What follows belongs to an exercise in optimizing a design on an open flow for small area, a short achievable clock period and few clock cycles; a production flow would make more cautious choices.
The RTL was checked by simulation tests, not by an equivalence proof against the original design.

==> job 4878: inputs <==
// framecore_rx
module framecore_rx (
    input  wire        clk,
    input  wire        rst,             
    input  wire        cfg_scheme,      
    input  wire [32:0] cfg_gen,
    input  wire [7:0]  cfg_tag_start,
    input  wire [7:0]  cfg_tag_stop,
    input  wire [7:0]  cfg_tag_esc,
    input  wire        in_valid,
    output wire        in_ready,
    input  wire [7:0]  in_data,
    output wire        out_valid,
    input  wire        out_ready,
    output wire        out_is_res,      
    output wire [7:0]  out_data,
    output wire [3:0]  out_result,
    output wire [31:0] out_rem,
    output wire [6:0]  out_len
);
clock: 5.0 ns
lec_check: 0
cap_margin: 20
core_margin: 2
core_utilization: 50
cts_buf_list: sky130_fd_sc_hd__clkbuf_16
cts_cluster_diameter: 70
cts_cluster_size: 30
setup_slack_margin: 2.5
slew_margin: 20
run.sh (not shown) runs the stock make flow with config.mk's settings and CLKGATE_MAP_FILE= SYNTH_SCRIPT=/design/flow/synth_recipe.tcl, a recipe that flattens the netlist after the stock synthesis.
==> job 9030: changes against job 4878 <==
--- a/flow/design.v
+++ b/flow/design.v
@@ -56,15 +56,15 @@
     reg  [27:0] linv_r;
     reg  [7:0]  wptr, bstart, rptr;
     reg  [6:0]  bcnt;                   
     reg         bz;                     
     reg         blt;                    
     reg  [31:0] crc;
-    reg         s0_v, s1_v, s2_v, s3_v;    
-    reg  [2:0]  s0_res, s1_res, s2_res, s3_res;
-    reg  [6:0]  s0_len, s1_len, s2_len, s3_len;
+    reg         s0_v, s1_v, s2_v;       
+    reg  [2:0]  s0_res, s1_res, s2_res;
+    reg  [6:0]  s0_len, s1_len, s2_len;
     reg  [31:0] s0_rem, s1_rem;
     reg  [6:0]  s0_pay;                 
     reg         s0_pnz;                 
     reg  [4:0]  s0_sh;                  
     reg         s0_shown;
     reg         o_v, o_res;
@@ -87,13 +87,13 @@
         rb_o <= sel_o;
     end
     wire full   = (wptr[6:0] == rptr[6:0]) && (wptr[7] != rptr[7]);
     reg  sp_ok;
     wire pop    = o_v && o_res && out_ready;
     wire n_icf;
-    wire q_room = !s1_v || (!s2_v && pop) || (!n_icf && (!s3_v || pop));
+    wire q_room = !s1_v || (!s2_v && (pop || !n_icf)) || (pop && !n_icf);
     reg  act_app;                       
     wire go_app = act_app && sp_ok;
     wire go_beg = act_v && act_k == K_BEGIN;
     wire go_end = act_v && act_k[1] && q_room;
     wire b_go   = act_v && (
                    (act_k == K_APP)   ? sp_ok :
@@ -264,20 +264,18 @@
         end
     end
     wire o_free = !o_v || out_ready;
     wire rd     = o_free && s0_pnz;
     wire at0 = pop ? !s1_v : !s0_v;
     wire at1 = pop ? (s1_v && !s2_v) : (s0_v && !s1_v);
-    wire at2 = pop ? (s2_v && !s3_v) : (s1_v && !s2_v);
-    wire at3 = pop ? s3_v : (s2_v && !s3_v);
+    wire at2 = pop ? s2_v : (s1_v && !s2_v);
     always @(posedge clk) begin
         if (rst) begin
             s0_v     <= 1'b0;
             s1_v     <= 1'b0;
             s2_v     <= 1'b0;
-            s3_v     <= 1'b0;
             s0_pay   <= 7'd0;
             s0_pnz   <= 1'b0;
             s0_sh    <= 5'd0;
             s0_shown <= 1'b0;
             rptr     <= 8'd0;
             eptr     <= 6'd0;
@@ -328,23 +326,14 @@
                 s1_rem <= 32'd0;        
             end
             if (push && at2 && !n_icf) begin
                 s2_v   <= 1'b1;
                 s2_res <= n_res;
                 s2_len <= pay;
-            end else if (pop) begin
-                s2_v   <= s3_v;
-                s2_res <= s3_res;
-                s2_len <= s3_len;
-            end
-            if (push && at3 && !n_icf) begin
-                s3_v   <= 1'b1;
-                s3_res <= n_res;
-                s3_len <= pay;
             end else if (pop)
-                s3_v <= 1'b0;
+                s2_v <= 1'b0;
             if (rd) begin
                 rptr <= incb(rptr);
                 if (rptr[0]) optr <= inc34(optr);
                 else         eptr <= inc34(eptr);
             end
             if (o_free) begin
@@ -361,13 +350,13 @@
         end
     end
     wire g_ok_n  = rst ? (cfg_scheme || cfg_gen[32]) : (g[32] || g[31]);
     wire b_go_c  = act_v && (
                    (act_k == K_APP)   ? sp_ok :
                    (act_k == K_BEGIN) ? 1'b1 : (!s1_v || (pop && !s2_v)));
-    wire av_c    = act_v_n;
+    wire av_c    = (take && a_mk) || (act_v && !b_go_c);
     wire s1_free = !s1_v && !(act_v && act_k[1]);
     wire [7:0] wnx = incb(wptr);
     wire sp_ok_n = !full && !((wnx[6:0] == rptr[6:0]) && (wnx[7] != rptr[7]) && wr);
     always @(posedge clk) sp_ok <= rst || sp_ok_n;
     always @(posedge clk) begin
         if (rst)
CORE_UTILIZATION = 40   (was 50)
SETUP_SLACK_MARGIN = 2.2   (was 2.5)
==> job 157: changes against job 4878 <==
--- a/flow/design.v
+++ b/flow/design.v
@@ -15,13 +15,13 @@
     output wire [7:0]  out_data,
     output wire [3:0]  out_result,
     output wire [31:0] out_rem,
     output wire [6:0]  out_len
 );
     localparam MAXB = 68;               
-    localparam NBUF = 68;               
+    localparam NBUF = 67;               
     localparam R_FRAME = 3'd2;
     localparam R_EMPTY = 3'd3;
     localparam R_CDLM  = 3'd4;
     localparam R_ICF   = 3'd5;
     localparam R_OVER  = 3'd7;
     localparam A_SEEK    = 2'd0;
@@ -52,54 +52,33 @@
     reg         act_v;
     reg  [1:0]  act_k;
     reg  [7:0]  act_b;
     reg  [7:0]  act_u;                  
     reg  [27:0] linv_r;
     reg  [7:0]  wptr, bstart, rptr;
+    reg  [7:0]  cend;                   
     reg  [6:0]  bcnt;                   
-    reg         bz;                     
-    reg         blt;                    
     reg  [31:0] crc;
-    reg         s0_v, s1_v, s2_v, s3_v;    
-    reg  [2:0]  s0_res, s1_res, s2_res, s3_res;
-    reg  [6:0]  s0_len, s1_len, s2_len, s3_len;
+    reg         s0_v, s1_v, s2_v;       
+    reg  [2:0]  s0_res, s1_res, s2_res;
+    reg  [6:0]  s0_len, s1_len, s2_len;
     reg  [31:0] s0_rem, s1_rem;
     reg  [6:0]  s0_pay;                 
-    reg         s0_pnz;                 
     reg  [4:0]  s0_sh;                  
     reg         s0_shown;
     reg         o_v, o_res;
     reg  [7:0]  o_data;
     reg  [7:0]  mem [0:NBUF-1];
-    reg  [5:0]  eptr, optr;
-    reg  [7:0]  rb_e, rb_o;
-    reg  [7:0]  sel_e, sel_o;
-    integer ri;
-    always @(*) begin
-        sel_e = 8'd0;
-        sel_o = 8'd0;
-        for (ri = 0; ri < NBUF / 2; ri = ri + 1) begin
-            sel_e = sel_e | (mem[2 * ri]     & {8{eptr == ri}});
-            sel_o = sel_o | (mem[2 * ri + 1] & {8{optr == ri}});
-        end
-    end
-    always @(posedge clk) begin
-        rb_e <= sel_e;
-        rb_o <= sel_o;
-    end
+    wire bfull  = (bcnt >= NBUF);
     wire full   = (wptr[6:0] == rptr[6:0]) && (wptr[7] != rptr[7]);
-    reg  sp_ok;
+    wire sp_ok  = !full;
     wire pop    = o_v && o_res && out_ready;
     wire n_icf;
-    wire q_room = !s1_v || (!s2_v && pop) || (!n_icf && (!s3_v || pop));
-    reg  act_app;                       
-    wire go_app = act_app && sp_ok;
-    wire go_beg = act_v && act_k == K_BEGIN;
-    wire go_end = act_v && act_k[1] && q_room;
+    wire q_room = !s1_v || (!s2_v && (pop || !n_icf)) || (pop && !n_icf);
     wire b_go   = act_v && (
-                   (act_k == K_APP)   ? sp_ok :
+                   (act_k == K_APP)   ? (sp_ok || bfull) :
                    (act_k == K_BEGIN) ? 1'b1 : q_room);
     reg  ir;
     assign in_ready = ir;
     wire take = in_valid && ir;
     wire is_start = (in_data == cfg_tag_start);
     wire is_stop  = (in_data == cfg_tag_stop);
@@ -157,16 +136,14 @@
         end
     end
     always @(posedge clk) begin
         if (rst) begin
             a_st  <= A_SEEK;
             act_v <= 1'b0;
-            act_app <= 1'b0;
         end else begin
             act_v <= act_v_n;
-            act_app <= act_v_n && act_k_n == K_APP;
             act_k <= act_k_n;
             if (take) begin
                 act_b <= in_data;
                 act_u <= in_w;
                 a_st  <= a_nst;
             end
@@ -197,30 +174,27 @@
                 top[i] = top[i] ^ (crc[31 - j] & linv_r[i * (i - 1) / 2 + j]);
         end
         crc_n = {crc[23:0], 8'd0} ^ inj[31:0];
         for (m = 0; m < 8; m = m + 1)
             if (top[m]) crc_n = crc_n ^ (gk << (7 - m));
     end
-    function [7:0] incb(input [7:0] p);
-        incb = (p[6:0] == NBUF - 1) ? {~p[7], 7'd0} : {p[7], p[6:0] + 7'd1};
-    endfunction
-    function [5:0] inc34(input [5:0] p);
-        inc34 = (p == NBUF / 2 - 1) ? 6'd0 : p + 6'd1;
+    function [7:0] inc67(input [7:0] p);
+        inc67 = (p[6:0] == NBUF - 1) ? {~p[7], 7'd0} : {p[7], p[6:0] + 7'd1};
     endfunction
-    wire        short_b = blt;
+    wire        short_b = (bcnt < {4'd0, code_len});
     wire        crc_bad = (crc != 32'd0);
     wire [6:0]  pay     = bcnt - {4'd0, code_len};
-    wire [7:0]  pe_dif  = {1'b0, wptr[6:0]} - {5'd0, code_len};
-    wire [7:0]  pend    = pe_dif[7] ? {~wptr[7], pe_dif[6:0] + NBUF[6:0]} : {wptr[7], pe_dif[6:0]};
-    wire        good    = !bz && !blt && !crc_bad;
+    wire [7:0]  cb_dif  = {1'b0, bstart[6:0]} - {5'd0, code_len};
+    wire [7:0]  cb      = cb_dif[7] ? {~bstart[7], cb_dif[6:0] + 7'd67} : {bstart[7], cb_dif[6:0]};
+    wire        good    = (bcnt != 7'd0) && !short_b && !crc_bad;
     wire        push   = act_v && act_k[1];
-    wire        wr     = go_app;
+    wire        wr     = act_v && act_k == K_APP && sp_ok && !bfull;
     reg  [2:0]  n_res;
     always @(*) begin
         if (act_k == K_OVER)    n_res = R_OVER;
-        else if (bz)            n_res = R_EMPTY;
+        else if (bcnt == 7'd0)  n_res = R_EMPTY;
         else if (short_b)       n_res = R_CDLM;
         else if (crc_bad)       n_res = R_ICF;
         else                    n_res = R_FRAME;
     end
     wire        n_frame = (n_res == R_FRAME);
     assign      n_icf   = (n_res == R_ICF);
@@ -230,92 +204,80 @@
     end
     always @(posedge clk) begin
         if (rst) begin
             wptr   <= 8'd0;
             bstart <= 8'd0;
             bcnt   <= 7'd0;
-            bz     <= 1'b1;
-            blt    <= 1'b1;
             crc    <= 32'd0;
         end else begin
-            if (go_app) begin
-                bcnt <= bcnt + 7'd1;
-                bz   <= 1'b0;
-                blt  <= (bcnt + 7'd1 < {4'd0, code_len});
-                crc  <= crc_n;
-                wptr <= incb(wptr);
-            end
-            if (go_beg) begin
-                bcnt <= 7'd0;
-                bz   <= 1'b1;
-                blt  <= 1'b1;
-                crc  <= 32'd0;
-                wptr <= bstart;
-            end
-            if (go_end) begin
-                bcnt <= 7'd0;
-                bz   <= 1'b1;
-                blt  <= 1'b1;
-                if (act_k == K_STOP && good) begin
-                    wptr   <= pend;
-                    bstart <= pend;
-                end else
-                    wptr <= bstart;
+            if (b_go) begin
+                case (act_k)
+                    K_APP: begin
+                        bcnt <= bcnt + 7'd1;
+                        crc  <= crc_n;
+                        cend <= inc67(cend);
+                        if (!bfull) wptr <= inc67(wptr);
+                    end
+                    K_BEGIN: begin
+                        bcnt <= 7'd0;
+                        crc  <= 32'd0;
+                        cend <= cb;
+                        wptr <= bstart;
+                    end
+                    default: begin
+                        bcnt <= 7'd0;
+                        if (act_k == K_STOP && good) begin
+                            wptr   <= cend;
+                            bstart <= cend;
+                        end else
+                            wptr <= bstart;
+                    end
+                endcase
             end
         end
     end
     wire o_free = !o_v || out_ready;
-    wire rd     = o_free && s0_pnz;
+    wire rd     = o_free && s0_v && (s0_pay != 7'd0);
     wire at0 = pop ? !s1_v : !s0_v;
     wire at1 = pop ? (s1_v && !s2_v) : (s0_v && !s1_v);
-    wire at2 = pop ? (s2_v && !s3_v) : (s1_v && !s2_v);
-    wire at3 = pop ? s3_v : (s2_v && !s3_v);
+    wire at2 = pop ? s2_v : (s1_v && !s2_v);
     always @(posedge clk) begin
         if (rst) begin
             s0_v     <= 1'b0;
             s1_v     <= 1'b0;
             s2_v     <= 1'b0;
-            s3_v     <= 1'b0;
             s0_pay   <= 7'd0;
-            s0_pnz   <= 1'b0;
             s0_sh    <= 5'd0;
             s0_shown <= 1'b0;
             rptr     <= 8'd0;
-            eptr     <= 6'd0;
-            optr     <= 6'd0;
             o_v      <= 1'b0;
             o_res    <= 1'b0;
         end else begin
             if (pop || (!s0_v && push)) begin
                 s0_shown <= 1'b0;
                 if (pop && s1_v) begin
                     s0_v   <= 1'b1;
                     s0_res <= s1_res;
                     s0_len <= s1_len;
                     s0_pay <= s1_pay;
-                    s0_pnz <= (s1_pay != 7'd0);
                     s0_rem <= s1_rem;
                     s0_sh  <= (s1_res == R_ICF) ? kk : 5'd0;
                 end else begin
                     s0_v   <= push;
                     s0_res <= n_res;
                     s0_len <= pay;
                     s0_pay <= (push && n_frame) ? pay : 7'd0;
-                    s0_pnz <= push && n_frame && (pay != 7'd0);
                     s0_rem <= crc;
                     s0_sh  <= (push && n_icf) ? kk : 5'd0;
                 end
             end else begin
                 if (s0_sh != 5'd0) begin
                     s0_rem <= {1'b0, s0_rem[31:1]};
                     s0_sh  <= s0_sh - 5'd1;
                 end
-                if (rd) begin
-                    s0_pay <= s0_pay - 7'd1;
-                    s0_pnz <= (s0_pay != 7'd1);
-                end
+                if (rd) s0_pay <= s0_pay - 7'd1;
                 if (o_free && s0_v && s0_pay == 7'd0 && s0_sh == 5'd0)
                     s0_shown <= 1'b1;
             end
             if (push && at1) begin
                 s1_v   <= 1'b1;
                 s1_res <= n_res;
@@ -328,50 +290,36 @@
                 s1_rem <= 32'd0;        
             end
             if (push && at2 && !n_icf) begin
                 s2_v   <= 1'b1;
                 s2_res <= n_res;
                 s2_len <= pay;
-            end else if (pop) begin
-                s2_v   <= s3_v;
-                s2_res <= s3_res;
-                s2_len <= s3_len;
-            end
-            if (push && at3 && !n_icf) begin
-                s3_v   <= 1'b1;
-                s3_res <= n_res;
-                s3_len <= pay;
             end else if (pop)
-                s3_v <= 1'b0;
-            if (rd) begin
-                rptr <= incb(rptr);
-                if (rptr[0]) optr <= inc34(optr);
-                else         eptr <= inc34(eptr);
-            end
+                s2_v <= 1'b0;
+            if (rd) rptr <= inc67(rptr);
             if (o_free) begin
                 if (rd) begin
                     o_v    <= 1'b1;
                     o_res  <= 1'b0;
-                    o_data <= rptr[0] ? rb_o : rb_e;
+                    o_data <= mem[rptr[6:0]];
                 end else if (s0_v && !s0_shown && s0_sh == 5'd0 && !pop) begin
                     o_v    <= 1'b1;
                     o_res  <= 1'b1;
                 end else
                     o_v <= 1'b0;
             end
         end
     end
     wire g_ok_n  = rst ? (cfg_scheme || cfg_gen[32]) : (g[32] || g[31]);
     wire b_go_c  = act_v && (
-                   (act_k == K_APP)   ? sp_ok :
+                   (act_k == K_APP)   ? (sp_ok || bfull) :
                    (act_k == K_BEGIN) ? 1'b1 : (!s1_v || (pop && !s2_v)));
-    wire av_c    = act_v_n;
+    wire av_c    = (take && a_mk) || (act_v && !b_go_c);
     wire s1_free = !s1_v && !(act_v && act_k[1]);
-    wire [7:0] wnx = incb(wptr);
-    wire sp_ok_n = !full && !((wnx[6:0] == rptr[6:0]) && (wnx[7] != rptr[7]) && wr);
-    always @(posedge clk) sp_ok <= rst || sp_ok_n;
+    wire [7:0] wnx = inc67(wptr);
+    wire sp_ok_n = !full && !((wnx[6:0] == rptr[6:0]) && (wnx[7] != rptr[7]));
     always @(posedge clk) begin
         if (rst)
             ir <= g_ok_n;
         else
             ir <= g_ok_n && (!av_c ||
                   ((act_k_n == K_APP)   ? sp_ok_n :
CORE_UTILIZATION = 40   (was 50)
CTS_BUF_LIST = unset   (was sky130_fd_sc_hd__clkbuf_16)
CTS_CLUSTER_DIAMETER = unset   (was 70)
CTS_CLUSTER_SIZE = unset   (was 30)
SETUP_SLACK_MARGIN = 1.8   (was 2.5)
==> summary of the runs <==
Job 4878 ran to the end with no violations. Job 9030 went through all stages and came out clean. Job 157 ran to the end with no violations. Via count, highest first: job 4878, job 9030, job 157. The highest final cell count belongs to job 9030, the lowest to job 157. Die area, highest first: job 9030, job 157, job 4878. Hold slack, highest first: job 157, job 4878, job 9030.
Testbench counts of job 4878, summed over its fixed seeds: cycles 9,977.
Testbench counts of job 9030, summed over its fixed seeds: cycles 10,123.
Testbench counts of job 157, summed over its fixed seeds: cycles 10,124.

## separate check: timing with driven ports
How much do the figures lean on ideal ports? The routed layouts below were timed once more, with nothing changed but the port constraints.
Step 1, drivers: a clkbuf_16 drives clk and a buf_2 each remaining input, both assumed.
Step 2 times the ports against the registers' clock, not the clock port: input delays grow and output delays shrink by t, the midpoint of the rising clock arrivals with the driver on.
Slacks: ideal / step 1 / step 2; pairs: ideal / step 1.
run | t, ns | slack for setup (ns) | slew at the worst register clock pin (ns) | worst data-port slew with drivers (ns)
job 4878 | 0.699 | 2.338 / 2.338 / 1.860 | 0.12 / 0.12 | 0.15
job 9030 | 0.683 | 2.186 / 2.186 / 1.597 | 0.12 / 0.12 | 0.09
job 157 | 0.719 | 1.840 / 1.840 / 1.289 | 0.07 / 0.07 | 0.04
After both steps setup and hold are still met in every run listed. The setup slack of job 9030, which loses most, moves by 0.000 ns with the drivers and by -0.589 ns with both steps.
